Source: an optimization exercise on an open RTL-to-GDS flow (aim: small area). Production flows keep margins and buffers that such runs may drop. Where RTL was checked, it was by simulation tests only, not by an equivalence proof against the original. Power and IR drop assume default switching activity.

==> module dm_frame_reader, before the edit <==
module dm_frame_reader (
    input  wire        clk,
    input  wire        rst,             
    input  wire        cmd_valid,
    output wire        cmd_ready,
    input  wire [31:0] cmd_timeout_ms,
    output wire        rx_req,
    input  wire        rx_valid,
    input  wire        rx_tmo,
    input  wire [7:0]  rx_data,
    input  wire        tick_ms,
    output wire        busy,
    output wire [2:0]  res_code,
    output wire        rd_valid,
    output wire [15:0] r0,
    output wire [15:0] r1,
    output wire [15:0] r2,
    output wire [15:0] r3,
    output wire [15:0] r4,
    output wire [15:0] r5,
    output wire [15:0] r6,
    output wire [15:0] r7,
    output wire [15:0] r8,
    output wire [15:0] r9,
    output wire [15:0] r10,
    output wire [15:0] r11
);
    localparam [2:0] RES_NONE        = 3'd0;
    localparam [2:0] RES_OK          = 3'd1;
    localparam [2:0] RES_TIMEOUT     = 3'd2;
    localparam [2:0] RES_UNSUPPORTED = 3'd3;
    localparam [2:0] RES_TRUNCATED   = 3'd4;
    localparam [2:0] RES_CSUM_BAD    = 3'd5;
    localparam [4:0] P_SEEK1 = 5'd4;
    localparam [4:0] P_SEEK2 = 5'd5;
    localparam [4:0] P_LENHI = 5'd6;
    localparam [4:0] P_LENLO = 5'd7;
    localparam [4:0] P_CKHI  = 5'd2;
    localparam [4:0] P_CKLO  = 5'd3;
    reg          act;        
    reg  [2:0]   result;
    reg  [4:0]   pos;
    reg  [12:0]  csum;       
    reg          flag;       
    reg          expd;       
    reg  [191:0] sr;         
    assign busy      = act;
    assign cmd_ready = ~act;
    assign rx_req    = act;
    assign res_code  = result;
    assign rd_valid  = (result == RES_OK);
    assign {r0, r1, r2, r3, r4, r5, r6, r7, r8, r9, r10, r11} = sr;
    wire        start  = ~act & cmd_valid;
    wire        sym    = act & rx_valid;
    wire        byte_v = sym & ~rx_tmo;
    wire        seek   = (pos[4:1] == 4'b0010);
    wire        seek2  = seek & pos[0];
    wire        shift  = byte_v & (pos[4] | pos[3]);
    wire        summed = ~(pos[4:3] == 2'b00 & (pos[2] ^ pos[1]));
    wire        is_42  = (rx_data == 8'h42);
    wire        is_4d  = (rx_data == 8'h4D);
    wire [31:0] rem     = sr[31:0];
    wire        rem_inf = &rem;
    wire        tick    = act & seek & tick_ms;
    wire [32:0] bz;                      
    assign bz[0] = 1'b1;
    wire        deadline = expd | (tick & bz[32]);
    reg  [2:0]  result_n;
    reg  [4:0]  pos_n;
    reg         act_n;
    always @(*) begin
        act_n    = act;
        result_n = result;
        pos_n    = pos;
        if (!act) begin
            if (cmd_valid) begin
                act_n    = 1'b1;
                result_n = RES_NONE;
                pos_n    = P_SEEK1;
            end
        end else if (sym) begin
            if (seek) begin
                if (seek2 && !rx_tmo && is_4d)
                    pos_n = P_LENHI;
                else if (deadline) begin
                    act_n    = 1'b0;
                    result_n = RES_TIMEOUT;
                end else if (!rx_tmo && is_42)
                    pos_n = P_SEEK2;
                else if (!rx_tmo)
                    pos_n = P_SEEK1;
            end else if (rx_tmo) begin
                act_n    = 1'b0;
                result_n = RES_TRUNCATED;
            end else if (pos == P_LENLO && !(flag && rx_data == 8'd28)) begin
                act_n    = 1'b0;
                result_n = RES_UNSUPPORTED;
            end else if (pos == P_CKLO) begin
                act_n    = 1'b0;
                result_n = (flag && rx_data == csum[7:0]) ? RES_OK : RES_CSUM_BAD;
            end else
                pos_n = pos + 5'd1;
        end
    end
    always @(posedge clk) begin
        if (rst) begin
            act    <= 1'b0;
            result <= RES_NONE;
        end else begin
            act    <= act_n;
            result <= result_n;
        end
        pos <= pos_n;
    end
    always @(posedge clk) begin
        if (byte_v) begin
            if (pos == P_LENHI)
                flag <= (rx_data == 8'd0);
            else if (pos == P_CKHI)
                flag <= (rx_data == {3'd0, csum[12:8]});
        end
    end
    wire [13:0] cs_c;
    wire [12:0] cs_s;
    assign cs_c[0] = 1'b0;
    genvar k;
    generate
        for (k = 0; k < 13; k = k + 1) begin : g_cs
            wire b = (k < 8) ? rx_data[k % 8] : 1'b0;
            assign cs_s[k]   = csum[k] ^ b ^ cs_c[k];
            assign cs_c[k+1] = (csum[k] & b) | (csum[k] & cs_c[k]) | (b & cs_c[k]);
        end
    endgenerate
    always @(posedge clk) begin
        if (byte_v && seek2 && is_4d)
            csum <= 13'h8F;
        else if (byte_v && summed)
            csum <= cs_s;
    end
    always @(posedge clk) begin
        if (!act)
            expd <= 1'b0;
        else if (tick && bz[32])
            expd <= 1'b1;
    end
    genvar g;
    generate
        for (g = 0; g < 32; g = g + 1) begin : g_rem
            assign bz[g+1] = bz[g] & ~rem[g];
            wire prev = (g < 8) ? rx_data[g % 8] : sr[(g < 8) ? 0 : g - 8];
            wire en   = start | shift | (tick & ~rem_inf & bz[g]);
            wire d    = start ? cmd_timeout_ms[g] : shift ? prev : ~rem[g];
            always @(posedge clk)
                if (en)
                    sr[g] <= d;
        end
    endgenerate
    always @(posedge clk) begin
        if (shift)
            sr[191:32] <= sr[183:24];
    end
endmodule
Settings: LEC_CHECK=0, CAP_MARGIN=20, CORE_MARGIN=2, CORE_UTILIZATION=65, SLEW_MARGIN=20; clock period 10.0 ns.
standard.sh (not shown) runs the stock make flow with config.mk's settings and CLKGATE_MAP_FILE= SYNTH_SCRIPT=/design/flow/synth_recipe.tcl, a recipe that flattens the netlist after the stock synthesis.
==> flow/flow/run.sh <==
#!/bin/bash
set -euo pipefail
bash standard.sh "BUFFER_PORTS_ARGS=-buffer_cell sky130_fd_sc_hd__buf_1" "CTS_ARGS=-sink_clustering_enable -repair_clock_nets -dont_use_dummy_load -buf_list sky130_fd_sc_hd__clkbuf_4 -sink_clustering_size 10 -sink_clustering_max_diameter 40" finish > flow_make.log 2>&1
==> next run, changes <==
--- a/flow/design.v
+++ b/flow/design.v
@@ -117,28 +117,17 @@
             if (pos == P_LENHI)
                 flag <= (rx_data == 8'd0);
             else if (pos == P_CKHI)
                 flag <= (rx_data == {3'd0, csum[12:8]});
         end
     end
-    wire [13:0] cs_c;
-    wire [12:0] cs_s;
-    assign cs_c[0] = 1'b0;
-    genvar k;
-    generate
-        for (k = 0; k < 13; k = k + 1) begin : g_cs
-            wire b = (k < 8) ? rx_data[k % 8] : 1'b0;
-            assign cs_s[k]   = csum[k] ^ b ^ cs_c[k];
-            assign cs_c[k+1] = (csum[k] & b) | (csum[k] & cs_c[k]) | (b & cs_c[k]);
-        end
-    endgenerate
     always @(posedge clk) begin
         if (byte_v && seek2 && is_4d)
             csum <= 13'h8F;
-        else if (byte_v && summed)
-            csum <= cs_s;
+        else if (byte_v && summed && !seek)
+            csum <= csum + {5'd0, rx_data};
     end
     always @(posedge clk) begin
         if (!act)
             expd <= 1'b0;
         else if (tick && bz[32])
             expd <= 1'b1;
What happened: Total power goes up by 3.3%; count of clock-buffer cells in the layout is unchanged; register-to-register slack is better by 1100 ps; via count is higher by 2.7%; wire length goes up by 3.5%.
No functional check of the RTL was part of the first run of this note.

## separate check: timing with driven ports
No port has a modelled driver above. Below, the same layouts with a new extraction and two added sets of constraints.
Step 1 sets driving cells, clkbuf_16 on the clock port and buf_2 on the other inputs (assumed; they add their load-dependent delay and slew).
Step 2, shift: input delay + t, output delay - t, t = (earliest + latest rising clock arrival at the registers) / 2. This alone moves slack from input paths to output paths.
a / b / c = ideal ports / drivers / drivers and shift; a / b = the first two.
| run | t, ns | setup slack, ns | worst register clock-pin slew, ns | worst slew at a driven data input, ns | cell pins on the clock port's net |
|---|---|---|---|---|---|
| the first run | 0.635 | 4.493 / 4.507 / 3.872 | 0.11 / 0.11 | 0.05 | 1 |
| the second run | 0.641 | 6.012 / 6.023 / 5.382 | 0.11 / 0.11 | 0.05 | 1 |
After both steps every run listed still meets setup and hold. For the second run, which loses most, drivers alone change the setup slack by +0.011 ns; drivers and shift together by -0.630 ns.
